This design comes from an exercise in tuning for small area, a short achievable clock period and few clock cycles on the open sky130 flow, not from production work. In this exercise RTL edits were held to simulation tests only and were not proved equivalent to the original. Power and IR drop assume default switching activity.

$ cat design/flow/config.mk
export PLATFORM = sky130hd
export DESIGN_NAME = vm_core
export DESIGN_NICKNAME = vm_core
export VERILOG_FILES = /design/flow/design.v
export SDC_FILE = /design/flow/constraint.sdc
export NUM_CORES = 8
export LEC_CHECK = 0
export CAP_MARGIN = 40
export CORE_MARGIN = 2
export CORE_UTILIZATION = 34
export PLACE_DENSITY = 0.5
export SLEW_MARGIN = 40
$ cat design/flow/constraint.sdc
create_clock -name core_clock -period 28.0 [get_ports {clk}]
set_input_delay 5.6000 -clock core_clock [delete_from_list [all_inputs] [get_ports {clk}]]
set_output_delay 5.6000 -clock core_clock [all_outputs]
set_load 0.01 [all_outputs]
$ cat design/flow/design.v
module vm_muldiv (
    input  wire [1:0]  op,
    input  wire [63:0] a,
    input  wire [63:0] b,
    output wire [63:0] abs_a,
    output wire [63:0] abs_b,
    output wire        neg
);
    assign abs_a = a[63] ? (64'd0 - a) : a;
    assign abs_b = b[63] ? (64'd0 - b) : b;
    assign neg   = (op == 2'd2) ? a[63] : (a[63] ^ b[63]);
endmodule
module vm_lzc64 (
    input  wire [63:0] v,
    output wire [6:0]  z
);
    wire [63:0] v0 = v;
    wire [31:0] a1;  wire [31:0]  c1;
    wire [15:0] a2;  wire [31:0]  c2;
    wire [7:0]  a3;  wire [23:0]  c3;
    wire [3:0]  a4;  wire [15:0]  c4;
    wire [1:0]  a5;  wire [9:0]   c5;
    wire        a6;  wire [5:0]   c6;
    genvar g;
    generate
        for (g = 0; g < 32; g = g + 1) begin : l1
            assign a1[g] = v0[2*g+1] | v0[2*g];
            assign c1[g] = !v0[2*g+1];
        end
        for (g = 0; g < 16; g = g + 1) begin : l2
            assign a2[g] = a1[2*g+1] | a1[2*g];
            assign c2[2*g+1:2*g] = a1[2*g+1] ? {1'b0, c1[2*g+1]} : {1'b1, c1[2*g]};
        end
        for (g = 0; g < 8; g = g + 1) begin : l3
            assign a3[g] = a2[2*g+1] | a2[2*g];
            assign c3[3*g+2:3*g] = a2[2*g+1] ? {1'b0, c2[4*g+3:4*g+2]} : {1'b1, c2[4*g+1:4*g]};
        end
        for (g = 0; g < 4; g = g + 1) begin : l4
            assign a4[g] = a3[2*g+1] | a3[2*g];
            assign c4[4*g+3:4*g] = a3[2*g+1] ? {1'b0, c3[6*g+5:6*g+3]} : {1'b1, c3[6*g+2:6*g]};
        end
        for (g = 0; g < 2; g = g + 1) begin : l5
            assign a5[g] = a4[2*g+1] | a4[2*g];
            assign c5[5*g+4:5*g] = a4[2*g+1] ? {1'b0, c4[8*g+7:8*g+4]} : {1'b1, c4[8*g+3:8*g]};
        end
    endgenerate
    assign a6 = a5[1] | a5[0];
    assign c6 = a5[1] ? {1'b0, c5[9:5]} : {1'b1, c5[4:0]};
    assign z  = a6 ? {1'b0, c6} : 7'd64;
endmodule
module vm_fpu (
    input  wire        clk,
    input  wire        rst,
    input  wire        start,
    input  wire        hold,       
    input  wire [2:0]  op,
    input  wire [63:0] a,
    input  wire [63:0] b,
    output wire        soon,       
    output wire        done,
    output wire [63:0] result
);
    localparam [63:0] QNAN = 64'h7FF8000000000000;
    localparam [3:0] S_IDLE = 4'd0,
                     M_PREP = 4'd1, M_ITER = 4'd2, M_FIN = 4'd3,
                     F_A2 = 4'd4, F_A3 = 4'd5, F_A4 = 4'd6, F_RND = 4'd7,
                     F_SPEC = 4'd8,
                     D_SUBA = 4'd9, D_SET = 4'd10, D_IT = 4'd11, D_F1 = 4'd12,
                     D_F2 = 4'd13, D_SUBB = 4'd14, F_A4S = 4'd15;
    reg  [3:0]  state;
    reg  [63:0] A, B;           
    reg  [63:0] Q;              
    reg  [57:0] QM;             
    reg  [53:0] D;              
    reg  [13:0] E;              
    reg  [6:0]  cnt;
    reg         is_mul, is_div;
    reg         neg;            
    reg         sg;             
    reg         xge;            
    reg         esub;           
    reg         rovf, rzero;    
    reg         dst;            
    reg  [11:0] dab, dba;       
    reg  [6:0]  lza, lzb;       
    reg         mlast;          
    reg         yb;             
    reg         dlowq;          
    reg  [5:0]  qd;             
    reg  [63:0] res_q;          
    reg         res_v;
    wire is_int = !op[2];
    wire [63:0] abs_a, abs_b;
    wire        neg_s;
    vm_muldiv u_front (.op(op[1:0]), .a(a), .b(b), .abs_a(abs_a), .abs_b(abs_b), .neg(neg_s));
    wire        sx = a[63], sy = b[63];
    wire [10:0] ex = a[62:52], ey = b[62:52];
    wire        x_nan  = (ex == 11'h7FF) && (a[51:0] != 52'd0);
    wire        y_nan  = (ey == 11'h7FF) && (b[51:0] != 52'd0);
    wire        x_inf  = (ex == 11'h7FF) && (a[51:0] == 52'd0);
    wire        y_inf  = (ey == 11'h7FF) && (b[51:0] == 52'd0);
    wire        x_zero = (a[62:0] == 63'd0);
    wire [10:0] ea1 = (ex == 11'd0) ? 11'd1 : ex;
    wire [10:0] eb1 = (ey == 11'd0) ? 11'd1 : ey;
    wire        y_zero = (b[62:0] == 63'd0);
    reg  [63:0] add_spec;
    reg         add_is_spec;
    always @(*) begin
        add_is_spec = 1'b1;
        add_spec    = 64'd0;
        if (x_nan || y_nan || (x_inf && y_inf && (sx != sy))) add_spec = QNAN;
        else if (x_inf)              add_spec = a;
        else if (y_inf)              add_spec = b;
        else if (x_zero && y_zero)   add_spec = {sx & sy, 63'd0};
        else if (x_zero)             add_spec = b;
        else if (y_zero)             add_spec = a;
        else                         add_is_spec = 1'b0;
    end
    wire        d_sign = sx ^ sy;
    reg  [63:0] div_spec;
    reg         div_is_spec;
    always @(*) begin
        div_is_spec = 1'b1;
        div_spec    = 64'd0;
        if (x_nan || y_nan || (x_inf && y_inf)) div_spec = QNAN;
        else if (x_inf)                         div_spec = {d_sign, 11'h7FF, 52'd0};
        else if (y_inf || x_zero)               div_spec = {d_sign, 63'd0};
        else                                    div_is_spec = 1'b0;
    end
    wire [52:0] nm_in = (state == D_SUBB) ? {1'b0, B[51:0]} : {1'b0, A[51:0]};
    wire [63:0] lz1_in = (state == S_IDLE) ? abs_a :
                         (state == F_A4)   ? {A[55:0], 8'hFF} :
                                             {nm_in, 11'h7FF};
    wire [6:0]  lz1, lz2;
    vm_lzc64 u_lz1 (.v(lz1_in), .z(lz1));
    vm_lzc64 u_lz2 (.v(abs_b), .z(lz2));
    wire [6:0]  sdiff = lzb - lza;           
    wire [56:0] nsum   = A[56:0];
    wire        n_full = ({4'd0, lz1} < E[10:0]);
    wire [63:0] shl_in  = (state == M_PREP) ? B :
                          (state == F_A4 || state == F_A4S) ? {8'd0, A[55:0]} :
                                              {11'd0, nm_in};
    wire [5:0]  shl_amt = (state == M_PREP) ? sdiff[5:0] :
                          (state == F_A4S)  ? (E[5:0] - 6'd1) : lz1[5:0];
    wire [63:0] shl_out = shl_in << shl_amt;
    wire [63:0] big = xge ? A : B;
    wire [63:0] sml = xge ? B : A;
    wire [10:0] eb  = (big[62:52] == 11'd0) ? 11'd1 : big[62:52];
    wire [10:0] es  = (sml[62:52] == 11'd0) ? 11'd1 : sml[62:52];
    wire [55:0] mb  = {(big[62:52] != 11'd0), big[51:0], 3'b000};
    wire [55:0] ms  = {(sml[62:52] != 11'd0), sml[51:0], 3'b000};
    wire [11:0] dexp = xge ? dab : dba;
    wire [55:0] dsig  = Q[56] ? {Q[56:2], Q[1] | Q[0] | dst} : {Q[55:1], Q[0] | dst};
    wire [13:0] dexpv = Q[56] ? E : (E - 14'd1);
    wire        dovf  = !dexpv[13] && (dexpv >= 14'd2047);
    wire        dlow  = dexpv[13] || (dexpv == 14'd0);
    wire [13:0] dsh   = 14'd1 - dexpv;
    wire        fa2     = (state == F_A2);
    wire [55:0] shr_in  = fa2 ? ms : dsig;
    wire        shr_big = fa2 ? (dexp > 12'd55) : (dsh > 14'd55);
    wire [5:0]  shr_amt = fa2 ? dexp[5:0] : dsh[5:0];
    wire [55:0] shr_sh  = shr_in >> shr_amt;
    wire        shr_st  = shr_big ? (|shr_in) : (|(shr_in & ~({56{1'b1}} << shr_amt)));
    wire [55:0] shr_out = {(shr_big ? 55'd0 : shr_sh[55:1]), (shr_big ? 1'b0 : shr_sh[0]) | shr_st};
    wire [2:0]  btrip = {Q[1:0], yb};
    wire        bone  = (btrip == 3'b001) || (btrip == 3'b010) ||
                        (btrip == 3'b101) || (btrip == 3'b110);
    wire        btwo  = (btrip == 3'b011) || (btrip == 3'b100);
    wire        bneg  = btrip[2] && (btrip != 3'b111);
    wire [63:0] bmag  = btwo ? {B[62:0], 1'b0} : (bone ? B : 64'd0);
    wire [63:0] bterm = bneg ? ~bmag : bmag;
    wire        mfin  = (state == M_FIN) || (state == M_PREP);
    wire [63:0] vres  = (state == M_PREP) ? (is_div ? 64'd0 : A) : (is_div ? Q : A);
    reg  [63:0] ax, ay;
    reg         ac;
    always @(*) begin
        case (state)
            S_IDLE: begin ax = {1'b0, a[62:0]}; ay = ~{1'b0, b[62:0]}; ac = 1'b1; end
            M_ITER: begin ax = A; ay = is_mul ? bterm : ~B; ac = is_mul ? bneg : 1'b1; end
            F_A3:   begin ax = {8'd0, A[55:0]}; ay = {8'd0, B[55:0]} ^ {64{esub}}; ac = esub; end
            D_F1:   begin ax = {7'd0, A[56:0]}; ay = {7'd0, B[56:0]}; ac = 1'b0; end
            default: begin ax = 64'd0; ay = neg ? ~vres : vres; ac = neg; end
        endcase
    end
    wire [64:0] sum = {1'b0, ax} + {1'b0, ay} + {64'd0, ac};
    function [57+57+2-1:0] srt_step;
        input [56:0] s;
        input [56:0] c;
        input [53:0] d;
        reg   [3:0]  y;
        reg   [56:0] s2, c2, yv;
        reg   [56:0] ns, nc;
        reg          qp, qn;
        begin
            y  = s[55:52] + c[55:52];
            qp = !y[3];                      
            qn = y[3] && (y != 4'b1111);     
            s2 = {s[55:0], 1'b0};
            c2 = {c[55:0], 1'b0};
            yv = qp ? ~{3'b000, d} : (qn ? {3'b000, d} : 57'd0);
            ns = s2 ^ c2 ^ yv;
            nc = (((s2 & c2) | (s2 & yv) | (c2 & yv)) << 1) | {56'd0, qp};
            srt_step = {ns, nc, qp, qn};
        end
    endfunction
    wire [115:0] st1 = srt_step(A[56:0], B[56:0], D);
    wire [115:0] st2 = srt_step(st1[115:59], st1[58:2], D);
    wire [115:0] st3 = srt_step(st2[115:59], st2[58:2], D);
    wire [3:0]  qv = ({4{qd[5]}} & 4'd4) - ({4{qd[4]}} & 4'd4) +
                     ({4{qd[3]}} & 4'd2) - ({4{qd[2]}} & 4'd2) +
                     ({4{qd[1]}} & 4'd1) - ({4{qd[0]}} & 4'd1);
    wire [3:0]  qv1 = qv - 4'd1;
    wire [57:0] q_next  = {(qv[3] ? QM[54:0] : Q[54:0]), qv[2:0]};
    wire [57:0] qm_next = {((qv[3] || qv == 4'd0) ? QM[54:0] : Q[54:0]), qv1[2:0]};
    wire [56:0] W      = sum[56:0];
    wire        wneg   = W[56];
    wire [56:0] Sx     = A[56:0], Cx = B[56:0];
    wire [56:0] Dx     = {3'b000, D};
    wire        wzero  = ((Sx ^ Cx) == {(Sx[55:0] | Cx[55:0]), 1'b0});
    wire [56:0] s3     = Sx ^ Cx ^ Dx;
    wire [56:0] c3     = {((Sx[55:0] & Cx[55:0]) | (Sx[55:0] & Dx[55:0]) | (Cx[55:0] & Dx[55:0])), 1'b0};
    wire        wdzero = ((s3 ^ c3) == {(s3[55:0] | c3[55:0]), 1'b0});
    wire        rdf = (state == D_F2);
    wire [55:0] rs  = rdf ? dsig : A[55:0];
    wire [10:0] ref0 = rdf ? (dexpv[10:0] - 11'd1) : E[10:0];
    wire        rov = rdf ? dovf : rovf;
    wire        rz  = rdf ? 1'b0 : rzero;
    wire        rup = rs[2] & (rs[1] | rs[0] | rs[3]);
    wire [53:0] rm  = {1'b0, rs[55:3]} + {53'd0, rup};
    wire [10:0] rfield = ref0 + {9'd0, rm[53:52]};
    wire [63:0] rres = rz  ? 64'd0 :
                       rov ? {sg, 11'h7FF, 52'd0} : {sg, rfield, rm[51:0]};
    wire m_short = (state == M_PREP) && !is_mul && (lza > lzb);
    wire m_last  = mlast;
    wire m_early = (state == M_ITER) && m_last && !neg;
    wire [63:0] m_early_res = is_mul ? sum[63:0] :
                              is_div ? {Q[62:0], sum[64]} :
                              (sum[64] ? sum[63:0] : A);
    wire        done_c   = (state == M_FIN) || m_short || m_early || (state == F_RND) ||
                           (state == F_SPEC) || ((state == D_F2) && !dlowq);
    assign soon = done_c;
    wire [63:0] result_c = (state == F_SPEC) ? A :
                           (state == M_ITER) ? m_early_res :
                           (state == M_FIN || state == M_PREP) ? sum[63:0] : rres;
    assign done   = res_v;
    assign result = res_q;
    always @(posedge clk) begin
        if (done_c) res_q <= result_c;
        if (rst) begin
            res_v <= 1'b0;
        end else if (done_c) begin
            res_v <= 1'b1;
        end else if (!hold) begin
            res_v <= 1'b0;
        end
        if (rst) begin
            state <= S_IDLE;
        end else begin
            case (state)
                S_IDLE: if (start) begin
                    if (is_int) begin
                        is_mul <= (op[1:0] == 2'd0);
                        is_div <= (op[1:0] == 2'd1);
                        neg    <= neg_s;
                        A      <= abs_a;
                        B      <= abs_b;
                        lza    <= lz1;
                        lzb    <= lz2;
                        state  <= M_PREP;
                    end else if (!op[0]) begin
                        if (add_is_spec) begin
                            A <= add_spec;
                            state <= F_SPEC;
                        end else begin
                            A   <= a;
                            B   <= b;
                            xge <= sum[64];
                            dab <= {1'b0, ea1} - {1'b0, eb1};
                            dba <= {1'b0, eb1} - {1'b0, ea1};
                            state <= F_A2;
                        end
                    end else if (div_is_spec) begin
                        A <= div_spec;
                        state <= F_SPEC;
                    end else if (ex == 11'd0 || ey == 11'd0) begin
                        A <= a;
                        B <= b;
                        E <= 14'd0;
                        state <= (ex == 11'd0) ? D_SUBA : D_SUBB;
                    end else begin
                        A  <= {11'd0, 1'b1, a[51:0]};    
                        B  <= 64'd0;
                        D  <= {1'b1, b[51:0], 1'b0};
                        Q  <= 64'd0;
                        QM <= {58{1'b1}};
                        qd <= 6'd0;
                        E  <= {3'd0, ex} - {3'd0, ey} + 14'd1023;
                        sg <= d_sign;
                        cnt <= 7'd18;
                        state <= D_IT;
                    end
                end
                M_PREP: begin
                    if (is_mul) begin
                        if (lza >= lzb) begin
                            Q <= A;
                        end else begin
                            Q <= B;
                            B <= A;
                        end
                        A <= 64'd0;
                        mlast <= ((lza >= lzb) ? lza : lzb) >= 7'd63;
                        yb    <= 1'b0;
                        state <= ((lza == 7'd64) || (lzb == 7'd64)) ? M_FIN : M_ITER;
                    end else if (lza > lzb) begin
                        state <= S_IDLE;
                    end else begin
                        Q   <= 64'd0;
                        B   <= shl_out;
                        cnt <= sdiff;
                        mlast <= (lza == lzb);
                        state <= M_ITER;
                    end
                end
                M_ITER: begin
                    if (is_mul) begin
                        A <= sum[63:0];
                        B <= {B[61:0], 2'b00};
                        Q <= {2'b00, Q[63:2]};
                        yb <= Q[1];
                        mlast <= (Q[63:3] == 61'd0);
                        if (m_last) state <= neg ? M_FIN : S_IDLE;
                    end else begin
                        if (sum[64]) A <= sum[63:0];
                        Q <= {Q[62:0], sum[64]};
                        B <= {1'b0, B[63:1]};
                        cnt <= cnt - 7'd1;
                        mlast <= (cnt == 7'd1);
                        if (m_last) state <= neg ? M_FIN : S_IDLE;
                    end
                end
                F_A2: begin
                    A[55:0] <= mb;
                    B[55:0] <= shr_out;
                    E    <= {3'd0, eb};
                    sg   <= big[63];
                    esub <= A[63] ^ B[63];
                    state <= F_A3;
                end
                F_A3: begin
                    A[56:0] <= sum[56:0];
                    state <= F_A4;
                end
                F_A4: begin
                    if (nsum[56] || n_full) begin
                        A[55:0] <= nsum[56] ? {nsum[56:2], nsum[1] | nsum[0]} : shl_out[55:0];
                        E[10:0] <= nsum[56] ? E[10:0] : (E[10:0] - {4'd0, lz1} - 11'd1);
                    end
                    rovf    <= nsum[56] && (E[10:0] == 11'd2046);
                    rzero   <= (nsum == 57'd0);
                    state   <= (nsum[56] || n_full) ? F_RND : F_A4S;
                end
                F_A4S: begin
                    A[55:0] <= shl_out[55:0];
                    E[10:0] <= 11'd0;
                    state   <= F_RND;
                end
                D_SUBA: begin
                    A[62:52] <= 11'd1;
                    A[51:0]  <= shl_out[51:0];
                    E <= E - {7'd0, lz1};
                    state <= (B[62:52] == 11'd0) ? D_SUBB : D_SET;
                end
                D_SUBB: begin
                    B[62:52] <= 11'd1;
                    B[51:0]  <= shl_out[51:0];
                    E <= E + {7'd0, lz1};
                    state <= D_SET;
                end
                D_SET: begin
                    A  <= {11'd0, 1'b1, A[51:0]};
                    B  <= 64'd0;
                    D  <= {1'b1, B[51:0], 1'b0};
                    Q  <= 64'd0;
                    QM <= {58{1'b1}};
                    qd <= 6'd0;
                    E  <= E + {3'd0, A[62:52]} - {3'd0, B[62:52]} + 14'd1023;
                    sg <= A[63] ^ B[63];
                    cnt <= 7'd18;
                    state <= D_IT;
                end
                D_IT: begin
                    cnt <= cnt - 7'd1;
                    if (cnt == 7'd0) state <= D_F1;
                end
                D_F1: begin
                    Q[57:0] <= wneg ? qm_next : q_next;
                    dlowq   <= (wneg ? qm_next[56] : q_next[56]) ? (E[13] || E == 14'd0)
                                                               : (E[13] || E == 14'd0 || E == 14'd1);
                    dst     <= wneg ? !wdzero : !wzero;
                    state   <= D_F2;
                end
                D_F2: begin
                    A[55:0] <= shr_out;
                    E[10:0] <= 11'd0;
                    rovf    <= 1'b0;
                    rzero   <= 1'b0;
                    state   <= dlowq ? F_RND : S_IDLE;
                end
                default: state <= S_IDLE;    
            endcase
            if (state == D_IT) begin
                A[56:0] <= st3[115:59];
                B[56:0] <= st3[58:2];
                Q[57:0] <= q_next;
                QM      <= qm_next;
                qd      <= {st1[1:0], st2[1:0], st3[1:0]};
            end
        end
    end
endmodule
module vm_core (
    input  wire        clk,
    input  wire        rst,
    input  wire [15:0] code_len,
    input  wire [16:0] pool_len,
    output wire [15:0] imem_addr,
    input  wire [63:0] imem_data,
    output wire [15:0] cp_index,
    input  wire [1:0]  cp_kind,
    input  wire [63:0] cp_value,
    input  wire [15:0] cp_window,
    input  wire [15:0] cp_nret,
    output reg         emit_valid,
    output reg         emit_ret,
    output reg  [1:0]  emit_tag,
    output reg  [63:0] emit_data,
    output reg         halted,
    output reg  [2:0]  res_kind,
    output reg  [15:0] res_ip,
    output reg  [2:0]  res_depth
);
    localparam RF_SIZE = 16;
    localparam [1:0] T_INV = 2'd0, T_INT = 2'd1, T_FLT = 2'd2;
    localparam [1:0] K_JMP = 2'd2;
    localparam [2:0] R_NORMAL = 3'd0, F_LOAD = 3'd1, F_INDEX = 3'd2,
                     F_TYPE = 3'd3, F_ARITH = 3'd4, F_STACK = 3'd5,
                     F_DECODE = 3'd6;
    localparam [2:0] P_CHECK = 3'd0, P_RUN = 3'd1,
                     P_COPY = 3'd4, P_RETOUT = 3'd5, P_HALT = 3'd6;
    function legal_op;
        input [7:0] o;
        begin
            case (o)
                8'h00, 8'h01, 8'h02,
                8'h10, 8'h11, 8'h12, 8'h13, 8'h14, 8'h15,
                8'h20, 8'h21, 8'h30, 8'h31,
                8'h40, 8'h41, 8'h42, 8'h44, 8'h45, 8'h46,
                8'h48, 8'h49, 8'h4A, 8'h4C, 8'h4D, 8'h4E,
                8'h50, 8'h51: legal_op = 1'b1;
                default:      legal_op = 1'b0;
            endcase
        end
    endfunction
    function [15:0] onehot4;
        input [3:0] s;
        begin
            onehot4 = 16'd1 << s;
        end
    endfunction
    reg [2:0]  phase;
    reg [15:0] cl;                  
    reg [16:0] pl;                  
    reg [1:0]  rf_tag  [0:RF_SIZE-1];
    reg [63:0] rf_data [0:RF_SIZE-1];
    reg [1:0]  dep;                 
    reg [4:0]  fbase, fsize, fnret, fretdst;
    reg [15:0] fcbase;
    reg [15:0] s_ip     [0:2];
    reg [4:0]  s_base   [1:2];
    reg [4:0]  s_size   [1:2];
    reg [4:0]  s_nret   [1:2];
    reg [4:0]  s_retdst [1:2];
    reg [15:0] s_cbase  [1:2];
    reg [15:0] pc;                  
    reg [4:0]  fbase_f;             
    reg        ir_v;
    reg [63:0] ir;
    reg [15:0] ip_f;                
    reg [15:0] cpi;                 
    reg        ir_last;             
    reg        ir_end;              
    reg [15:0] selP, selQ, selW;    
    reg        x_v;
    reg [7:0]  x_op;
    reg [15:0] x_ip;
    reg        x_end;
    reg [63:0] xr_a, xr_b;          
    reg [1:0]  xr_ta, xr_tb;        
    reg        x_bypA, x_bypB;      
    reg [15:0] x_selW;
    reg        x_rbad;              
    reg        x_cbad;              
    reg        x_taken;             
    reg        x_jconst;            
    reg [15:0] x_jt;                
    reg [16:0] x_jlo;               
    reg        x_jhi;               
    reg [15:0] x_ca, x_cb;          
    reg        x_khi0;              
    reg [4:0]  x_kwin, x_knret;     
    wire [63:0] au_result;
    reg         au_flt;
    wire [63:0] x_a  = x_bypA ? au_result : xr_a;
    wire [63:0] x_b  = x_bypB ? au_result : xr_b;
    wire [1:0]  x_ta = x_bypA ? (au_flt ? 2'd2 : 2'd1) : xr_ta;
    wire [1:0]  x_tb = x_bypB ? (au_flt ? 2'd2 : 2'd1) : xr_tb;
    reg        au_busy;
    reg [15:0] au_dst;
    reg [15:0] csrc, cdst;          
    reg [4:0]  cleft;
    wire [63:0] fw   = imem_data;
    wire [7:0]  fop  = fw[7:0];
    wire        f_jmp  = (fop[7:4] == 4'h4) && (fop[1:0] != 2'b11);
    wire        f_usea = (fop == 8'h01) || (f_jmp && fop[1:0] != 2'b00);
    wire [3:0]  f_sa = fbase_f[3:0] + fw[11:8];
    wire [3:0]  f_sb = fbase_f[3:0] + fw[27:24];
    wire [3:0]  f_sc = fbase_f[3:0] + fw[43:40];
    wire [15:0] f_cidx = (fop == 8'h50) ? fw[55:40] :
                         (f_jmp && fop[1:0] == 2'b00) ? fw[23:8] : fw[47:32];
    wire [15:0] pc_inc = pc + 16'd1;
    assign imem_addr = pc;
    assign cp_index  = cpi;
    wire [7:0]  op  = ir[7:0];
    wire [55:0] arg = ir[63:8];
    wire [23:0] ba  = ir[31:8];
    wire [31:0] bb  = ir[63:32];
    wire [15:0] ca  = ir[23:8];
    wire [15:0] cb  = ir[39:24];
    wire [15:0] cc  = ir[55:40];
    wire is_jump = (op[7:4] == 4'h4) && (op[1:0] != 2'b11);
    wire j_rel   = op[3];
    wire j_const = op[2];
    wire j_cond  = (op[1:0] != 2'b00);
    wire cidx_hi  = (op == 8'h50) ? 1'b0 :
                    (is_jump && !j_cond) ? (arg[55:16] != 40'd0) :
                                           (bb[31:16] != 16'd0);
    wire cidx_bad = cidx_hi || ({1'b0, cpi} >= pl);
    reg chk_cidx;
    always @(*) begin
        case (op)
            8'h02, 8'h45, 8'h46, 8'h4D, 8'h4E: chk_cidx = 1'b1;
            8'h44, 8'h4C, 8'h50:               chk_cidx = 1'b1;
            default:                           chk_cidx = 1'b0;
        endcase
    end
    wire bad_a   = (ca[15:5] != 11'd0) || (ca[4:0] >= fsize);
    wire bad_b   = (cb[15:5] != 11'd0) || (cb[4:0] >= fsize);
    wire bad_c   = (cc[15:5] != 11'd0) || (cc[4:0] >= fsize);
    wire bad_ba  = (ba[23:5] != 19'd0) || (ba[4:0] >= fsize);
    wire bad_arg = (arg[55:5] != 51'd0) || (arg[4:0] >= fsize);
    reg  rbad;
    always @(*) begin
        case (op)
            8'h01:                              rbad = bad_arg;
            8'h02, 8'h41, 8'h42, 8'h45, 8'h46,
            8'h49, 8'h4A, 8'h4D, 8'h4E:         rbad = bad_ba;
            8'h15:                              rbad = bad_a | bad_b;
            8'h10, 8'h11, 8'h12, 8'h13, 8'h14,
            8'h20, 8'h21, 8'h30, 8'h31:         rbad = bad_a | bad_b | bad_c;
            default:                            rbad = 1'b0;
        endcase
    end
    reg  [16:0] j_lo;
    reg         j_hi_ok;
    always @(*) begin
        if (!j_cond) begin
            if (j_rel) begin
                j_lo    = arg[16:0];
                j_hi_ok = (arg[55:16] == 40'd0) || (arg[55:16] == {40{1'b1}});
            end else begin
                j_lo    = {1'b0, arg[15:0]};
                j_hi_ok = (arg[55:16] == 40'd0);
            end
        end else begin
            if (j_rel) begin
                j_lo    = bb[16:0];
                j_hi_ok = (bb[31:16] == 16'd0) || (bb[31:16] == 16'hFFFF);
            end else begin
                j_lo    = {1'b0, bb[15:0]};
                j_hi_ok = (bb[31:16] == 16'd0);
            end
        end
    end
    wire [15:0] j_base   = j_rel ? pc : fcbase;            
    wire [17:0] j_target = {2'b00, j_base} + {j_lo[16], j_lo};
    wire        copying = (phase == P_COPY) || (phase == P_RETOUT);
    wire        x_cr    = (phase == P_RUN) && x_v && !x_end && (x_op == 8'h50 || x_op == 8'h51);
    wire        x_copy0 = x_cr && (x_ca != 16'd0);
    wire [15:0] csrc_x  = onehot4(fbase[3:0] + x_cb[3:0]);
    wire [15:0] rselP = copying ? csrc : (x_copy0 ? csrc_x : selP);
    reg  [63:0] vP, vQ;
    reg  [1:0]  tP, tQ;
    integer k;
    always @(*) begin
        vP = 64'd0; vQ = 64'd0; tP = 2'd0; tQ = 2'd0;
        for (k = 0; k < RF_SIZE; k = k + 1) begin
            vP = vP | (rf_data[k] & {64{rselP[k]}});
            tP = tP | (rf_tag[k]  & {2{rselP[k]}});
            vQ = vQ | (rf_data[k] & {64{selQ[k]}});
            tQ = tQ | (rf_tag[k]  & {2{selQ[k]}});
        end
    end
    reg        w_en;
    reg [15:0] w_oh;
    reg [1:0]  w_tag;
    reg [63:0] w_data;
    wire       fwdP = w_en && ((w_oh & selP) != 16'd0);
    wire       fwdQ = w_en && ((w_oh & selQ) != 16'd0);
    wire [63:0] rP  = fwdP ? w_data : vP;
    wire [1:0]  rtP = fwdP ? w_tag  : tP;
    wire [63:0] rQ  = fwdQ ? w_data : vQ;
    wire [1:0]  rtQ = fwdQ ? w_tag  : tQ;
    wire        r_guard = (vP != 64'd0);
    wire        r_taken = !j_cond || (op[0] ? r_guard : !r_guard);
    wire        r_usesP = (op == 8'h01) || (is_jump && j_cond) ||
                          (op[7:4] == 4'h1) || (op[7:4] == 4'h2) || (op[7:4] == 4'h3);
    wire        r_usesQ = (op[7:4] == 4'h1 && op != 8'h15) || (op[7:4] == 4'h2) || (op[7:4] == 4'h3);
    wire        r_writes = (op == 8'h02) || (op[7:4] == 4'h1) || (op[7:4] == 4'h2) || (op[7:4] == 4'h3);
    wire        r_serial = (op == 8'h12 || op == 8'h13 || op == 8'h14 || op == 8'h20 ||
                            op == 8'h21 || op == 8'h50 || op == 8'h51);
    wire        au_pend = au_go || (au_busy && !au_wr);
    wire [15:0] au_pdst = au_go ? x_selW : au_dst;
    wire        r_rawP  = r_usesP && ((selP & au_pdst) != 16'd0);
    wire        r_rawQ  = r_usesQ && ((selQ & au_pdst) != 16'd0);
    wire        r_waw   = r_writes && ((selW & au_pdst) != 16'd0);
    wire        r_early = au_busy && au_soon && !au_go && !r_waw &&
                          !(op == 8'h50 || op == 8'h51) && !(is_jump && j_cond);
    wire        r_auhaz = au_pend && (r_serial || r_rawP || r_rawQ || r_waw) && !r_early;
    wire        r_haz   = (is_jump && j_cond && fwdP) || r_auhaz;
    wire xo_add = (x_op == 8'h10);
    wire xo_neg = (x_op == 8'h15);
    wire xo_flt = (x_op == 8'h31);
    wire [63:0] alu_x = xo_neg ? 64'd0 : (xo_flt ? {1'b0, x_a[62:0]} : x_a);
    wire [63:0] alu_y = xo_add ? x_b : (xo_neg ? ~x_a : (xo_flt ? ~{1'b0, x_b[62:0]} : ~x_b));
    wire [63:0] alu_s = alu_x + alu_y + {63'd0, !xo_add};
    wire        lt_res = (x_a[63] != x_b[63]) ? x_a[63] : alu_s[63];
    wire fb_nan = (x_a[62:52] == 11'h7FF) && (x_a[51:0] != 52'd0);
    wire fc_nan = (x_b[62:52] == 11'h7FF) && (x_b[51:0] != 52'd0);
    wire f_bothzero = (x_a[62:0] == 63'd0) && (x_b[62:0] == 63'd0);
    wire f_eqmag = (x_a[62:0] == x_b[62:0]);
    reg  flt_res;
    always @(*) begin
        if (fb_nan || fc_nan || f_bothzero)
            flt_res = 1'b0;
        else if (x_a[63] != x_b[63])
            flt_res = x_a[63];
        else if (!x_a[63])
            flt_res = alu_s[63];                   
        else
            flt_res = !alu_s[63] && !f_eqmag;      
    end
    wire [17:0] xj_t  = x_jconst ? ({2'b00, x_jt} + {x_jlo[16], x_jlo}) : {2'b00, x_jt};
    wire        xj_ok = x_jhi && (xj_t[17:16] == 2'b00) && (xj_t[15:0] < cl);
    wire [16:0] run_end  = {1'b0, x_cb} + {1'b0, x_ca};
    wire        run_bad  = (x_ca != 16'd0) && (run_end > {12'd0, fsize});
    wire [4:0]  call_nb  = fbase + fsize;
    wire [5:0]  call_top = {1'b0, call_nb} + {1'b0, x_kwin};
    wire [4:0]  c_base   = (dep == 2'd1) ? 5'd0 : s_base[dep == 2'd3 ? 2 : 1];
    wire [4:0]  c_size   = (dep == 2'd1) ? 5'd8 : s_size[dep == 2'd3 ? 2 : 1];
    wire [16:0] rdst_end = {12'd0, fretdst} + {1'b0, x_ca};
    wire [4:0]  sat_cb   = (x_cb > 16'd17) ? 5'd17 : x_cb[4:0];
    wire [15:0] cdst_x   = (x_op == 8'h50) ? onehot4(call_nb[3:0]) :
                                             onehot4(c_base[3:0] + fretdst[3:0]);
    wire [15:0] x_ipn    = x_ip + 16'd1;
    wire        xrun  = (phase == P_RUN) && x_v && !x_end;
    wire        xo_au = (x_op == 8'h12 || x_op == 8'h13 || x_op == 8'h14 ||
                         x_op == 8'h20 || x_op == 8'h21);
    wire        au_go = xrun && xo_au;
    wire [2:0]  au_op = (x_op == 8'h12) ? 3'd0 : (x_op == 8'h13) ? 3'd1 :
                        (x_op == 8'h14) ? 3'd2 : {2'b10, x_op[0]};
    wire        x_wr  = xrun && (x_op == 8'h02 || x_op == 8'h10 || x_op == 8'h11 ||
                                 x_op == 8'h15 || x_op == 8'h30 || x_op == 8'h31);
    wire        au_done, au_soon;
    wire        au_wr = au_busy && au_done && !x_wr;
    vm_fpu u_au (
        .clk(clk), .rst(rst), .start(au_go), .hold(x_wr), .op(au_op),
        .a(x_a), .b(x_b), .soon(au_soon), .done(au_done), .result(au_result)
    );
    reg [2:0] x_fault;
    always @(*) begin
        x_fault = 3'd0;
        if (!legal_op(x_op)) begin
            x_fault = F_DECODE;
        end else begin
            case (x_op)
                8'h00: ;
                8'h01: begin
                    if (x_rbad) x_fault = F_INDEX;
                    else if (x_ta != T_INT && x_ta != T_FLT) x_fault = F_TYPE;
                end
                8'h02: begin
                    if (x_rbad) x_fault = F_INDEX;
                    else if (x_cbad) x_fault = F_INDEX;
                    else if (x_tb[1]) x_fault = F_TYPE;
                end
                8'h10, 8'h11, 8'h12, 8'h13, 8'h14, 8'h30: begin
                    if (x_rbad) x_fault = F_INDEX;
                    else if (x_ta != T_INT || x_tb != T_INT) x_fault = F_TYPE;
                    else if ((x_op == 8'h13 || x_op == 8'h14) && x_b == 64'd0) x_fault = F_ARITH;
                end
                8'h15: begin
                    if (x_rbad) x_fault = F_INDEX;
                    else if (x_ta != T_INT) x_fault = F_TYPE;
                end
                8'h20, 8'h21, 8'h31: begin
                    if (x_rbad) x_fault = F_INDEX;
                    else if (x_ta != T_FLT || x_tb != T_FLT) x_fault = F_TYPE;
                    else if (x_op == 8'h21 && x_b[62:0] == 63'd0) x_fault = F_ARITH;
                end
                8'h50: begin
                    if (run_bad) x_fault = F_INDEX;
                    else if (x_cbad) x_fault = F_INDEX;
                    else if (x_tb != K_JMP) x_fault = F_TYPE;
                    else if (!x_khi0 || x_jt >= cl) x_fault = F_INDEX;
                    else if (x_ca > {11'd0, x_kwin}) x_fault = F_INDEX;
                    else if (dep == 2'd3) x_fault = F_STACK;
                    else if (call_top > 6'd16) x_fault = F_STACK;
                end
                8'h51: begin
                    if (run_bad) x_fault = F_INDEX;
                    else if (dep != 2'd0) begin
                        if ({11'd0, fnret} != x_ca) x_fault = F_INDEX;
                        else if (x_ca != 16'd0 && rdst_end > {12'd0, c_size}) x_fault = F_INDEX;
                    end
                end
                default: begin  
                    if (x_op[1:0] != 2'b00 && x_rbad) x_fault = F_INDEX;
                    else if (x_op[2] && x_cbad) x_fault = F_INDEX;
                    else if (x_op[1:0] != 2'b00 && x_ta != T_INT) x_fault = F_TYPE;
                    else if (x_op[2] && x_tb != K_JMP) x_fault = F_TYPE;
                    else if (x_taken && !xj_ok) x_fault = F_INDEX;
                end
            endcase
        end
    end
    wire x_single = !(x_op == 8'h50 || x_op == 8'h51);
    wire x_free = (phase == P_RUN) && (!x_v || x_single);
    wire r_go = (phase == P_RUN) &&
                ir_v && x_free && !r_haz;
    wire r_jump  = r_go && is_jump && r_taken;
    wire f_load  = (phase == P_CHECK) || (!ir_v || r_go);
    always @(*) begin
        w_en   = 1'b0;
        w_oh   = x_selW;
        w_tag  = T_INT;
        w_data = alu_s;
        case (phase)
            P_RUN: begin
                w_en = x_wr || au_wr || (x_copy0 && (x_op == 8'h50 || dep != 2'd0));
                if (au_wr) begin
                    w_oh = au_dst; w_tag = au_flt ? T_FLT : T_INT; w_data = au_result;
                end else case (x_op)
                    8'h50, 8'h51: begin w_oh = cdst_x; w_tag = tP; w_data = vP; end
                    8'h02: begin w_tag = x_tb[0] ? T_FLT : T_INT; w_data = x_b; end
                    8'h30: w_data = {63'd0, lt_res};
                    8'h31: w_data = {63'd0, flt_res};
                    default: ;
                endcase
            end
            P_COPY: begin
                w_en = 1'b1; w_oh = cdst; w_tag = tP; w_data = vP;
            end
            default: ;
        endcase
    end
    wire        call_ok = xrun && (x_op == 8'h50) && (x_fault == 3'd0);
    reg [RF_SIZE-1:0] clr;
    always @(*) begin
        for (k = 0; k < RF_SIZE; k = k + 1)
            clr[k] = call_ok &&
                     ({1'b0, k[4:0]} >= {1'b0, call_nb}) &&
                     ({1'b0, k[4:0]} < call_top);
    end
    always @(posedge clk) begin
        for (k = 0; k < RF_SIZE; k = k + 1) begin
            if (rst)
                rf_tag[k] <= T_INV;
            else if (w_en && w_oh[k])
                rf_tag[k] <= w_tag;
            else if (clr[k])
                rf_tag[k] <= T_INV;
            if (w_en && w_oh[k])
                rf_data[k] <= w_data;
        end
    end
    task halt_with;
        input [2:0]  kind;
        input [15:0] at;
        input [2:0]  d;
        begin
            phase     <= P_HALT;
            halted    <= 1'b1;
            res_kind  <= kind;
            res_ip    <= at;
            res_depth <= d;
        end
    endtask
    always @(posedge clk) begin
        cl <= code_len;
        pl <= pool_len;
        emit_valid <= 1'b0;
        emit_ret   <= 1'b0;
        emit_tag   <= (copying || x_copy0) ? tP : x_ta;
        emit_data  <= (copying || x_copy0) ? vP : x_a;
        if (rst) begin
            phase   <= P_CHECK;
            pc      <= 16'd0;
            ir_v    <= 1'b0;
            x_v     <= 1'b0;
            au_busy <= 1'b0;
            halted  <= 1'b0;
            res_kind  <= R_NORMAL;
            res_ip    <= 16'd0;
            res_depth <= 3'd0;
            dep     <= 2'd0;
            fbase   <= 5'd0;
            fbase_f <= 5'd0;
            fsize   <= 5'd8;
            fcbase  <= 16'd0;
        end else begin
            if (au_go) au_busy <= 1'b1;
            else if (au_wr) au_busy <= 1'b0;
            if (phase != P_HALT && f_load) begin
                ir      <= imem_data;
                ir_v    <= 1'b1;
                ip_f    <= pc;
                cpi     <= f_cidx;
                ir_last <= (pc_inc == cl);
                ir_end  <= (pc >= cl);
                selP    <= onehot4(f_usea ? f_sa : f_sb);
                selQ    <= onehot4(f_sc);
                selW    <= onehot4(f_sa);
                pc      <= (phase == P_CHECK && pc_inc == cl) ? 16'd0 : pc_inc;
            end
            x_ip    <= ip_f;
            x_end   <= ir_end;
            xr_a    <= rP;
            xr_ta   <= rtP;
            xr_b    <= (op == 8'h02) ? cp_value : rQ;
            xr_tb   <= (op == 8'h02 || op == 8'h50 || (is_jump && j_const)) ? cp_kind : rtQ;
            x_bypA  <= r_early && r_rawP;
            x_bypB  <= r_early && r_rawQ;
            x_rbad  <= rbad;
            x_cbad  <= cidx_bad;
            x_taken <= is_jump && r_taken;
            x_jconst <= j_const;
            x_jt    <= (op == 8'h50) ? cp_value[15:0] :
                       j_const ? j_base : j_target[15:0];
            x_jlo   <= cp_value[16:0];
            x_jhi   <= j_const ? ((cp_value[63:16] == 48'd0) || (cp_value[63:16] == {48{1'b1}}))
                               : (j_hi_ok && (j_target[17:16] == 2'b00));
            x_ca    <= ca;
            x_cb    <= cb;
            x_khi0  <= (cp_value[63:16] == 48'd0);
            x_kwin  <= (cp_window > 16'd17) ? 5'd17 : cp_window[4:0];
            x_knret <= (cp_nret > 16'd17) ? 5'd17 : cp_nret[4:0];
            if (r_go) begin
                x_v     <= 1'b1;
                x_op    <= op;
                x_selW  <= selW;
                if (r_jump) begin
                    ir_v <= 1'b0;
                    if (!j_const) pc <= j_target[15:0];
                end
                if (op == 8'h50) begin
                    ir_v    <= 1'b0;
                    pc      <= cp_value[15:0];
                    fbase_f <= fbase + fsize;
                end
                if (op == 8'h51 && dep != 2'd0) begin
                    ir_v    <= 1'b0;
                    pc      <= s_ip[dep - 2'd1];
                    fbase_f <= (dep == 2'd1) ? 5'd0 : s_base[dep - 2'd1];
                end
            end else if (x_free) begin
                x_v <= 1'b0;
            end
            case (phase)
                P_CHECK: begin
                    if (cl == 16'd0) begin
                        halt_with(F_LOAD, 16'd0, 3'd0);
                    end else if (ir_v) begin
                        if (!legal_op(op) || (chk_cidx && cidx_bad))
                            halt_with(F_LOAD, ip_f, 3'd0);
                        else if (ir_last)
                            phase <= P_RUN;
                    end
                end
                P_RUN: if (x_v) begin
                    if (x_end) begin
                        halt_with(R_NORMAL, x_ip, {1'b0, dep} + 3'd1);
                    end else if (x_fault != 3'd0) begin
                        halt_with(x_fault, x_ip, {1'b0, dep} + 3'd1);
                    end else begin
                        case (x_op)
                            8'h01: begin
                                emit_valid <= 1'b1;
                            end
                            8'h12, 8'h13, 8'h14, 8'h20, 8'h21: begin
                                au_dst <= x_selW;
                                au_flt <= x_op[5];
                            end
                            8'h50: begin
                                s_ip[dep] <= x_ipn;
                                if (dep != 2'd0) begin
                                    s_base[dep]   <= fbase;
                                    s_size[dep]   <= fsize;
                                    s_cbase[dep]  <= fcbase;
                                    s_nret[dep]   <= fnret;
                                    s_retdst[dep] <= fretdst;
                                end
                                dep     <= dep + 2'd1;
                                fbase   <= call_nb;
                                fsize   <= x_kwin;
                                fcbase  <= x_jt;
                                fnret   <= x_knret;
                                fretdst <= sat_cb;
                                x_v     <= 1'b0;
                                csrc    <= {csrc_x[14:0], csrc_x[15]};
                                cdst    <= {cdst_x[14:0], cdst_x[15]};
                                cleft   <= x_ca[4:0] - 5'd1;
                                if (x_ca > 16'd1) phase <= P_COPY;
                            end
                            8'h51: begin
                                csrc  <= {csrc_x[14:0], csrc_x[15]};
                                cleft <= x_ca[4:0] - 5'd1;
                                x_v   <= 1'b0;
                                if (dep == 2'd0) begin
                                    if (x_ca != 16'd0) begin
                                        emit_valid <= 1'b1;
                                        emit_ret   <= 1'b1;
                                    end
                                    if (x_ca <= 16'd1)
                                        halt_with(R_NORMAL, x_ip, 3'd1);
                                    else
                                        phase <= P_RETOUT;
                                end else begin
                                    cdst  <= {cdst_x[14:0], cdst_x[15]};
                                    dep   <= dep - 2'd1;
                                    if (dep == 2'd1) begin
                                        fbase  <= 5'd0;
                                        fsize  <= 5'd8;
                                        fcbase <= 16'd0;
                                    end else begin
                                        fbase   <= s_base[dep - 2'd1];
                                        fsize   <= s_size[dep - 2'd1];
                                        fcbase  <= s_cbase[dep - 2'd1];
                                        fnret   <= s_nret[dep - 2'd1];
                                        fretdst <= s_retdst[dep - 2'd1];
                                    end
                                    if (x_ca > 16'd1) phase <= P_COPY;
                                end
                            end
                            default: begin
                                if (x_taken && x_jconst) begin
                                    pc   <= xj_t[15:0];
                                    ir_v <= 1'b0;
                                end
                            end
                        endcase
                    end
                end
                P_COPY: begin
                    csrc  <= {csrc[14:0], csrc[15]};
                    cdst  <= {cdst[14:0], cdst[15]};
                    cleft <= cleft - 5'd1;
                    if (cleft == 5'd1) phase <= P_RUN;
                end
                P_RETOUT: begin
                    emit_valid <= 1'b1;
                    emit_ret   <= 1'b1;
                    csrc  <= {csrc[14:0], csrc[15]};
                    cleft <= cleft - 5'd1;
                    if (cleft == 5'd1)
                        halt_with(R_NORMAL, x_ip, 3'd1);
                end
                default: ;  
            endcase
        end
    end
endmodule
$ cat design/flow/flow/run.sh
#!/bin/bash
set -euo pipefail
bash standard.sh synth > synth.log 2>&1
bash standard.sh SETUP_SLACK_MARGIN=20.8 \
    "CTS_ARGS=-sink_clustering_enable -repair_clock_nets -dont_use_dummy_load -buf_list {sky130_fd_sc_hd__clkbuf_4 sky130_fd_sc_hd__clkbuf_8}" \
    finish > layout.log 2>&1
$ cat design/flow/standard.sh
#!/bin/bash
# synth_recipe.tcl (not shown) runs the flow's synth.tcl, then flattens the netlist and writes it again
# the make line also repeats each setting of config.mk as NAME=value (left out here)
make -C /OpenROAD-flow-scripts/flow DESIGN_CONFIG=/design/flow/config.mk WORK_HOME=/design/flow/orfs CLKGATE_MAP_FILE= SYNTH_SCRIPT=/design/flow/synth_recipe.tcl "${@:-finish}"
==> impl_metrics.json, run 1 <==
{
  "design.core.area_um2": 501600,
  "grt_pass1_vias": 164300,
  "drt_iter0_markers": 30830,
  "required_ns": 28.90,
  "syn_to_final_growth_pct": 17.39,
  "cts_tree": "yes",
  "ant_nets": 0,
  "status": "finished clean",
  "async_reset_ff_share_pct": 0,
  "synth-xor-area-share_pct": 3.771,
  "min_path_type": "reg -> reg",
  "post_drt_wl_per_cell_um": 43.55,
  "drc": 0,
  "peakVddDrop_uv": 59.93,
  "ctsHtreeMaxLevel": 5,
  "seqPwrFrac_pct": 32.5,
  "slew_headroom_pct": 28.06,
  "row_count": 260,
  "hold_viol_final": 0,
  "root_buffer": "clkbuf_8",
  "fillers": 50150,
  "start_util_pct": 34.15,
  "ys_seq_area_share_pct": 38.45,
  "yosys_warnings": 4,
  "dp_hpwl_um": 809100,
  "p_sw_mw": 6.982,
  "grt_use_total_pct": 42.42,
  "mostFrequentLayoutCell": "edfxtp_1",
  "avgSynthCellArea_um2": 9.017,
  "ys_ff_latch": 2266,
  "synth_top_family_by_area": "compound AO/OA/AOI/OAI gates",
  "clkPwrFrac_pct": 18.3,
  "synth-main-ff-cell": "edfxtp_1",
  "period_share_pct": 26.63,
  "grt.overflow.total": 0,
  "cts_hold_buffers": 0,
  "path_class": "reg -> reg",
  "layout_min_cycle_time_ns": 7.456,
  "muxShareOfSynthArea_pct": 6.158,
  "vias": 182000,
  "internal-power_mw": 8.086,
  "fmax_ghz": 0.1341,
  "clockBufferDepth": 4,
  "dieHeight_um": 713.8,
  "drt-total-wl_um": 1141000,
  "p_per_area_nw_per_um2": 74.93,
  "slew_violations": 0,
  "max-cap-violations": 0,
  "switching_share_pct": 46.34,
  "place_congestion": 1.118,
  "total_power_mw": 15.07,
  "path_max_fanout": 29,
  "clk_pin_slew_ns": 0.06,
  "port_buffers": 319,
  "synthAdderAreaFrac_pct": 6.870,
  "seqCellArea_um2": 66070,
  "final.setup.tns_ns": 0,
  "insertion_delay_ns": 1.27,
  "multi_input_area_um2": 102400,
  "synth_compound_area_share_pct": 24.89,
  "syn-num-nets": 19980,
  "fp.dieW_um": 713.8,
  "worstSetupEndpointType": "register",
  "yosys.area_share.simple_pct": 14.56,
  "worstSetupStartpointType": "register",
  "cts_sinks": 2266,
  "syn_area_um2": 171300,
  "combPwrFrac_pct": 49.2,
  "final_cell_mix": "edfxtp_1 (2049), nor2_1 (1828), a21oi_1 (1596)",
  "firstDrtPassIters": 9,
  "synth_edf_count": 2049,
  "drive_above_1_share_pct": 16.39,
  "io_pins": 320,
  "cts_inserted_buffers": 420,
  "nets": 20410,
  "fin_skew_ns": 0.2017,
  "synthCells": 19000,
  "ys_types": 132,
  "p_leak_nw": 72.94,
  "setup_violations": 0,
  "critPathArrivalTime_ns": 8.35,
  "grt_pass1_wl_um": 1493000,
  "rsz0062_at_grt": "true",
  "worst_pin_slew_ns": 1.068,
  "via_per_inst": 6.943,
  "dieArea_um2": 509600,
  "antenna_found_initial": 131,
  "grt_max_degree": 112
}
-- cells in the mapped netlist, types with 199 or more instances --
cell	instances	area share (%)
a21o_1	227	0.99
a21oi_1	1700	5.0
a221oi_1	524	2.7
a22o_1	365	1.9
a22oi_1	501	2.2
and3_1	199	0.73
buf_1	221	0.48
clkbuf_1	1251	2.7
dfxtp_1	217	2.5
edfxtp_1	2049	36
fa_1	250	2.9
ha_1	539	3.9
inv_1	781	1.7
mux2i_1	793	4.6
nand2_1	1494	3.3
nand3_1	330	0.96
nand4_1	269	0.98
nor2_1	1916	4.2
nor3_1	307	0.90
o21ai_0	1335	3.9
o22ai_1	407	1.5
xnor2_1	457	2.3
xor2_1	278	1.4
-- power groups by stage --
stage,Combinational (mW),Sequential (mW),Clock (mW)
6_report,7.41,4.90,2.76
5_1_grt,7.45,4.91,2.89
4_1_cts,6.80,4.88,2.78
3_5_place_dp,6.50,4.93,0
3_3_place_gp,6.45,4.94,0
2_1_floorplan,3.43,4.83,0
-- worst paths after layout --
check,startpoint,end,slack (ns),cells past startpoint
max,x_bypB,u_au.A[52],20.54,22
min,ip_f[7],x_ip[7],0.44,0
max reg2reg,x_bypB,u_au.A[52],20.54,22
min reg2reg,ip_f[7],x_ip[7],0.44,0
-- through the flow --
step | util, % | setup slack, ns | hold slack, ns | instances | instance area [um2]
3_5_place_dp | 37.09 | 17.58 | 0.4320 | 25280 | 186000
4_1_cts | 39.30 | 20.52 | 0.4403 | 25960 | 197100
5_1_grt | 40.05 | 20.54 | 0.4502 | 26130 | 200900
6_report | 40.09 | 20.54 | 0.4419 | 26210 | 201100
3_3_place_gp | 36.84 | 17.34 | 0.4304 | 25250 | 184800
2_1_floorplan | - | 19.47 | 0.4003 | 19000 | 172000
-- what timing repair did --
item,in CTS,in global routing
setup buffers,232,118
gates resized for setup,1249,519
endpoints found under the setup margin,1437,875
gates cloned,32,17
pin swaps,108,171
-- flip-flops by register name (all words and copies together) (netlist names), 17 cells and up, named ones only --
signal      count
pl             17
u_au.A         64
emit_data      64
rf_data      1024
ir             64
s_ip           48
u_au.Q         64
x_jlo          17
s_cbase        32
rf_tag         32
xr_a           64
xr_b           64
u_au.B         64
u_au.res_q     64
u_au.D         52
u_au.QM        55
-- final cells by class --
type	count	share of cell area (%)
Multi-Input combinational cell	14390	50.92
Timing Repair Buffer	1547	7.505
Inverter	800	1.556
Antenna cell	105	0.1307
Tap cell	6681	4.157
Timing Repair inverter	1	0.008088
Clock buffer	420	2.874
Sequential cell	2266	32.85
-- kinds of logic after synthesis --
family | Yosys count
buf+inv | 2352
xor+xnor | 736
simple gates | 5366
fa+ha+maj | 791
flops | 2266
mux | 1012
compound gates | 6475
-- routing by layer --
| layer | GRT usage (%) | wire length [um] | up-vias | share of wire, % |
|---|---|---|---|---|
| met1 | 52.59 | 415500 | 89840 | 36 |
| li1 | - | - | 72550 | - |
| met4 | 32.10 | 112000 | 68 | 9.8 |
| met3 | 14.49 | 154600 | 3959 | 14 |
| met5 | 0.06599 | 646 | - | 0.057 |
| met2 | 60.58 | 458700 | 15540 | 40 |
-- critical path, stage by stage, from the launching register on --
cell and delay (ns):
edfxtp_1 0.38, buf_12 0.25, mux2_2 0.50, inv_1 0.31, ha_2 0.32, o221ai_1 0.26, nor4_1 0.35, buf_4 0.25
and2_1 0.30, nand3_1 0.18, nor3_1 0.29, buf_4 0.26, nand2_2 0.25, and2_1 0.30, nor2_4 0.29, o21ai_0 0.14
a221oi_1 0.39, a221oi_1 0.15, buf_2 0.22, a2111oi_0 0.79, o221ai_1 0.48, nor3_1 0.28, nor2_1 0.09
Testbench counts, summed over its fixed seeds: cycles 95,993.
==> run 2: changes to the inputs <==
==> design/flow/flow/run.sh (replaced) <==
#!/bin/bash
set -euo pipefail
bash standard.sh synth > synth.log 2>&1
bash standard.sh SETUP_SLACK_MARGIN=21 \
    "CTS_ARGS=-sink_clustering_enable -repair_clock_nets -dont_use_dummy_load -buf_list {sky130_fd_sc_hd__clkbuf_4 sky130_fd_sc_hd__clkbuf_8}" \
    finish > layout.log 2>&1
--- a/design/flow/config.mk
+++ b/design/flow/config.mk
@@ -5,8 +5,8 @@
 export SDC_FILE = /design/flow/constraint.sdc
 export NUM_CORES = 8
 export LEC_CHECK = 0
-export CAP_MARGIN = 40
+export CAP_MARGIN = 30
 export CORE_MARGIN = 2
 export CORE_UTILIZATION = 34
 export PLACE_DENSITY = 0.5
-export SLEW_MARGIN = 40
+export SLEW_MARGIN = 30
==> run 2 against run 1 <==
Critical path type is now reg -> out. Largest power group unchanged. Sequential cell count unchanged. Critical path depth down 21. Clock power about the same. Setup slack worse by 0.0021 ns. Synthesized cell count unchanged. Area after synthesis unchanged.
==> impl_metrics.json, run 2 <==
{
  "synth_edf_count": 2049,
  "synth-main-ff-cell": "edfxtp_1",
  "cpPeakStageDelay_ns": 0.46,
  "critPathArrivalTime_ns": 1.86,
  "drt_iter0_markers": 30570,
  "final_cell_mix": "edfxtp_1 (2049), nor2_1 (1799), a21oi_1 (1596)",
  "yosysTopAreaCellShare_pct": 35.92,
  "setup_violations": 0,
  "fillers": 50110,
  "p_leak_nw": 74.69,
  "status": "finished clean",
  "ctsHtreeMaxLevel": 5,
  "syn_to_final_growth_pct": 19.79,
  "grt_pass1_vias": 166500,
  "cts_sinks": 2266,
  "fin_skew_ns": 0.2182,
  "layout_min_cycle_time_ns": 7.459,
  "syn_area_um2": 171300,
  "grt.overflow.total": 0,
  "synthCells": 19000,
  "place_area_um2": 185700,
  "synth_top_area_cell": "edfxtp_1",
  "start_util_pct": 34.15,
  "via_per_inst": 6.949,
  "cts_hold_buffers": 0,
  "firstDrtPassIters": 9,
  "yosys_warnings": 4,
  "synth.most_common_cell": "edfxtp_1",
  "fin_area_um2": 205200,
  "max-cap-violations": 0,
  "mostFrequentLayoutCell": "edfxtp_1",
  "post-place-ws_ns": 16.51,
  "dieHeight_um": 713.8,
  "slew_violations": 0,
  "slew_headroom_pct": 18.75,
  "critPathBufInv": 1,
  "design.core.area_um2": 501600,
  "grt_pass1_wl_um": 1550000,
  "ys_seq_area_share_pct": 38.45,
  "p_per_area_nw_per_um2": 75.26,
  "grt_max_degree": 107,
  "path_max_fanout": 2,
  "final.setup.tns_ns": 0,
  "ant_nets": 0,
  "min_path_type": "reg -> reg",
  "port_buffers": 319,
  "hold_ws_ns": 0.3695,
  "path_class": "reg -> out",
  "dieArea_um2": 509600,
  "worstSetupStartpointType": "register",
  "place_congestion": 1.078,
  "clockBufferDepth": 4,
  "peakVddDrop_uv": 84.09,
  "vias": 183400,
  "io_pins": 320,
  "drt-total-wl_um": 1192000,
  "regMostFlops": "rf_data",
  "rsz0062_at_grt": "true",
  "ys_top_cells_by_area": "edfxtp_1 (36%), a21oi_1 (5.0%), mux2i_1 (4.6%)",
  "grt_use_total_pct": 44.34,
  "worstSetupEndpointType": "output pin",
  "largest_reg_flops": 1024,
  "crit_chain": "buf_2",
  "syn-num-nets": 19980,
  "worst_slack_ns": 20.54,
  "cts_inserted_buffers": 419,
  "fmax_ghz": 0.1341,
  "dp_hpwl_um": 845500,
  "required_ns": 22.40,
  "ys_types": 132,
  "insertion_delay_ns": 1.25,
  "crit_family": "flip-flops",
  "hold_viol_final": 0,
  "cp_slowest_cell": "edfxtp_1",
  "cts_tree": "yes",
  "drive_above_1_share_pct": 18.47,
  "total_power_mw": 15.44,
  "drc": 0,
  "async_reset_ff_share_pct": 0,
  "post_drt_wl_per_cell_um": 45.15,
  "fp.dieW_um": 713.8,
  "worst_pin_slew_ns": 1.214,
  "clk_pin_slew_ns": 0.07,
  "synthTopCellsByCount": "edfxtp_1 (2049), nor2_1 (1916), a21oi_1 (1700), nand2_1 (1494), o21ai_0 (1335)",
  "avgSynthCellArea_um2": 9.017,
  "ys_ff_latch": 2266,
  "nets": 20630,
  "row_count": 260,
  "antenna_found_initial": 139,
  "root_buffer": "clkbuf_8",
  "period_share_pct": 26.64
}
## run 2: cell counts after synthesis
No cell type changed its count.
## run 2: layout make-up
| class | instances | area [um2] | area share (%) |
|---|---|---|---|
| repair buffers | 1761 | 17680 | 8.616 |
| well taps | 6681 | 8359 | 4.073 |
| inverters | 800 | 3158 | 1.539 |
| flip-flops and latches | 2266 | 66060 | 32.19 |
| multi-input cells | 14390 | 104000 | 50.66 |
| repair inverters | 4 | 56.30 | 0.02744 |
| diodes | 69 | 172.7 | 0.08414 |
| clock buffers | 419 | 5767 | 2.810 |
## run 2: worst paths after layout
kind	startpoint	to	slack (ns)	cells past startpoint
setup / recovery	cpi[0]	cp_index[0]	20.54	1
hold / removal	selW[3]	x_selW[3]	0.37	0
setup reg to reg	u_au.A[55]	u_au.B[34]	20.59	34
hold reg to reg	selW[3]	x_selW[3]	0.37	0
## run 2: metal layers
metal / GRT usage (%) / vias to the layer above / part of all wire, %
met2: 63.71 / 15240 / 41
met5: 0.1980 / - / 0.050
met4: 35.39 / 68 / 10
li1: - / 72960 / -
met3: 14.72 / 4101 / 13
met1: 54.21 / 91010 / 36
## run 2: per-stage QoR
stage	utilization, %	cells
6_report	40.91	26390
5_1_grt	40.88	26340
4_1_cts	39.88	26070
3_5_place_dp	37.02	25300
3_3_place_gp	36.94	25290
2_1_floorplan	-	19000
## run 2: what timing repair did
| action | 4_1_cts | 5_1_grt |
|---|---|---|
| endpoints found under the setup margin | 2037 | 949 |
| setup buffers | 300 | 225 |
| pin swaps | 222 | 245 |
| gates cloned | 49 | 22 |
| resized for setup | 1765 | 578 |
## run 2: logic make-up after synthesis
kind of cell             Yosys count  share of synthesized area, %
AO/OA/AOI/OAI                   6475                         24.89
XOR/XNOR                         736                         3.771
adder cells (fa/ha/maj)          791                         6.870
buffers and inverters           2352                         5.307
flip-flops                      2266                         38.45
multiplexers                    1012                         6.158
AND/OR/NAND/NOR                 5366                         14.56
## run 2: where the power goes
group / leakage (nW) / switching (mW) / total (mW) / internal (mW)
logic: 51.5 / 5.43 / 7.78 / 2.36
clock network: 3.01 / 1.46 / 2.76 / 1.30
registers: 20.2 / 0.264 / 4.90 / 4.63
total: 74.7 / 7.15 / 15.4 / 8.29
==> run 3: changes to the inputs <==
==> design/flow/config.mk (replaced) <==
export PLATFORM = sky130hd
export DESIGN_NAME = vm_core
export DESIGN_NICKNAME = vm_core
export VERILOG_FILES = /design/flow/design.v
export SDC_FILE = /design/flow/constraint.sdc
export NUM_CORES = 8
export LEC_CHECK = 0
export CAP_MARGIN = 40
export CORE_MARGIN = 2
export CORE_UTILIZATION = 37
export PLACE_DENSITY = 0.55
export SLEW_MARGIN = 40
==> run 3 against run 2 <==
Clock power barely moved. Routed wire length fell by 0.41%. Highest routed layer unchanged. Die area fell by 8.1%. Fmax fell by 0.58%. Non-clock buffer count rose by 38. Register-to-register slack got worse by 0.09 ns. Still clean on timing, DRC and antenna. Combinational power fell by 2%. Sequential power barely moved. Global-route usage rose by 3.6 points. First-iteration DRC count rose by 6.6%. Total power fell by 1.1%. Via count rose by 1.0%.
==> impl_metrics.json, run 3 <==
{
  "switching_share_pct": 46.28,
  "synth.most_common_cell": "edfxtp_1",
  "start_util_pct": 37.20,
  "hold_ws_ns": 0.4350,
  "ant_nets": 0,
  "final_cell_mix": "edfxtp_1 (2049), nor2_1 (1799), a21oi_1 (1582)",
  "min_path_type": "reg -> reg",
  "status": "finished clean",
  "post-place-ws_ns": 16.11,
  "seqPwrFrac_pct": 32.0,
  "insertion_delay_ns": 1.28,
  "cts_sinks": 2266,
  "clkPwrFrac_pct": 18.0,
  "place_area_um2": 186000,
  "total_power_mw": 15.28,
  "ctsHtreeMaxLevel": 5,
  "rsz0062_at_grt": "true",
  "antenna_found_initial": 112,
  "regToRegEndpoint": "u_au.qd[2]",
  "largest_reg_flops": 1024,
  "firstDrtPassIters": 13,
  "required_ns": 29.06,
  "slew_violations": 0,
  "io_pins": 320,
  "grt_pass1_wl_um": 1541000,
  "dieArea_um2": 468500,
  "ys_ff_latch": 2266,
  "critPathArrivalTime_ns": 8.56,
  "drt-total-wl_um": 1187000,
  "syn_to_final_growth_pct": 19.35,
  "ff2ff_path_depth": 48,
  "drive_above_1_share_pct": 18.49,
  "clk_pin_slew_ns": 0.06,
  "yosysTopAreaCellShare_pct": 35.92,
  "internal-power_mw": 8.207,
  "fillers": 45170,
  "async_reset_ff_share_pct": 0,
  "synthCells": 19000,
  "drc": 0,
  "fin_skew_ns": 0.1706,
  "setup_violations": 0,
  "synth-main-ff-cell": "edfxtp_1",
  "via_per_inst": 7.153,
  "mostFrequentLayoutCell": "edfxtp_1",
  "synth_edf_count": 2049,
  "p_per_area_nw_per_um2": 74.71,
  "peakVddDrop_uv": 69.66,
  "grt_pass1_vias": 166500,
  "cts_tree": "yes",
  "worst_slack_ns": 20.50,
  "r2r-start": "u_au.A[54]",
  "slew_headroom_pct": 25.88,
  "period_share_pct": 26.79,
  "worstSetupEndpointType": "register",
  "row_count": 249,
  "ys_types": 132,
  "syn-num-nets": 19980,
  "nets": 20660,
  "regMostFlops": "rf_data",
  "combPwrFrac_pct": 50.0,
  "ys_seq_area_share_pct": 38.45,
  "fin_area_um2": 204500,
  "final.setup.tns_ns": 0,
  "cts_inserted_buffers": 417,
  "synth_top_area_cell": "edfxtp_1",
  "design.core.area_um2": 460500,
  "drt_iter0_markers": 32600,
  "grt.overflow.total": 0,
  "dp_hpwl_um": 839900,
  "dieHeight_um": 684.5,
  "max-cap-violations": 0,
  "grt_max_degree": 110,
  "syn_area_um2": 171300,
  "worstSetupStartpointType": "register",
  "place_congestion": 1.119,
  "cpPeakStageDelay_ns": 0.55,
  "p_sw_mw": 7.070,
  "clockBufferDepth": 4,
  "reg2reg_slack_ns": 20.50,
  "fmax_ghz": 0.1333,
  "port_buffers": 319,
  "whs_path_depth": 0,
  "layout_min_cycle_time_ns": 7.502,
  "cts_hold_buffers": 0,
  "vias": 185200,
  "path_class": "reg -> reg",
  "avgSynthCellArea_um2": 9.017,
  "crit_end": "u_au.qd[2]",
  "cp_slowest_cell": "edfxtp_1",
  "fp.dieW_um": 684.5,
  "path_max_fanout": 5,
  "startpoint": "u_au.A[54]",
  "worst_pin_slew_ns": 1.112,
  "p_leak_nw": 74.77,
  "post_drt_wl_per_cell_um": 45.83,
  "yosys_warnings": 4,
  "cp_common_cell": "buf_4",
  "grt_use_total_pct": 47.91,
  "root_buffer": "clkbuf_8",
  "synthTopCellsByCount": "edfxtp_1 (2049), nor2_1 (1916), a21oi_1 (1700), nand2_1 (1494), o21ai_0 (1335)",
  "ys_top_cells_by_area": "edfxtp_1 (36%), a21oi_1 (5.0%), mux2i_1 (4.6%)",
  "hold_viol_final": 0
}
[run 3: what timing repair did]
item                                    in CTS  in global routing
endpoints found under the setup margin    1830                984
buffers inserted                           375                164
gates cloned                                44                 21
resized for setup                         1588                567
pin swaps                                  178                205
[run 3: power by group through the flow]
stage                     clock, mW  sequential, mW  combinational, mW
after floorplan                   0            4.83               3.43
after global placement            0            4.92               6.47
after detailed placement          0            4.93               6.53
after CTS                      2.74            4.86               7.02
after global routing           2.87            4.90               7.66
final                          2.75            4.89               7.64
[run 3: per-layer routing]
layer	track usage [%]	share of wire, %	vias up
met5	0	0.044	-
met4	41.09	11	54
met3	16.67	14	4572
met2	68.09	40	16470
met1	57.65	35	91090
li1	-	-	73030
[run 3: worst min path at each step]
stage                       start  slack, ns      end
after floorplan            ir_end       0.40    x_end
after global placement     ir_end       0.42    x_end
after detailed placement   ir_end       0.41    x_end
after CTS                  ir_end       0.43    x_end
after global routing       ir_end       0.44    x_end
final                     ip_f[0]       0.44  x_ip[0]
[run 3: metrics by stage]
stage,instances,util [%]
3_3_place_gp,24760,40.08
3_5_place_dp,24790,40.39
6_report,25890,44.41
5_1_grt,25840,44.38
4_1_cts,25630,43.40
2_1_floorplan,19000,-
[run 3: critical path: cells and delay by family, from the launching register on]
family / cells / cell delay [ns]
compound gates: 6 / 1.19
xor+xnor: 3 / 0.45
fa+ha+maj: 3 / 0.98
buf+inv: 35 / 4.07
flops: 1 / 0.55
simple gates: 1 / 0.07
[run 3: cell families after synthesis]
family / count (synthesis) / share of synthesized area (%)
adder cells (fa/ha/maj): 791 / 6.870
multiplexers: 1012 / 6.158
flip-flops: 2266 / 38.45
AND/OR/NAND/NOR: 5366 / 14.56
buffers and inverters: 2352 / 5.307
XOR/XNOR: 736 / 3.771
AO/OA/AOI/OAI: 6475 / 24.89
[run 3: layout make-up]
type                            count  area (um2)  area share, %
Sequential cell                  2266       66060          32.31
Multi-Input combinational cell  14390      103600          50.68
Inverter                          800        3149          1.540
Tap cell                         6149        7694          3.763
Antenna cell                       67       167.7        0.08200
Timing Repair Buffer             1799       18010          8.809
Timing Repair inverter              3       30.03        0.01469
Clock buffer                      417        5739          2.807

[static timing again, ports no longer ideal]
Ports are ideal in the flow. The routed layouts listed here were re-timed in OpenROAD.
Step 1 sets driving cells, clkbuf_16 on the clock port and buf_2 on the other inputs (assumed; they add their load-dependent delay and slew).
Step 2 also shifts input and output timing later by t, the mid clock arrival at the registers, as if the neighbouring blocks saw the same clock.
a / b / c = ideal ports / drivers / drivers and shift; a / b = the first two.
| run | t (ns) | slack for setup (ns) | slew at the worst register clock pin (ns) | worst slew at a driven data input, ns |
|---|---|---|---|---|
| run 1 | 1.293 | 20.544 / 20.496 / 19.501 | 0.07 / 0.07 | 0.11 |
| run 2 | 1.273 | 20.541 / 20.409 / 19.646 | 0.08 / 0.08 | 0.11 |
| run 3 | 1.331 | 20.498 / 20.453 / 19.486 | 0.08 / 0.08 | 0.13 |
After both steps every run listed still meets setup and hold. The setup slack of run 1, which loses most, moves by -0.048 ns with the drivers and by -1.043 ns with both steps.
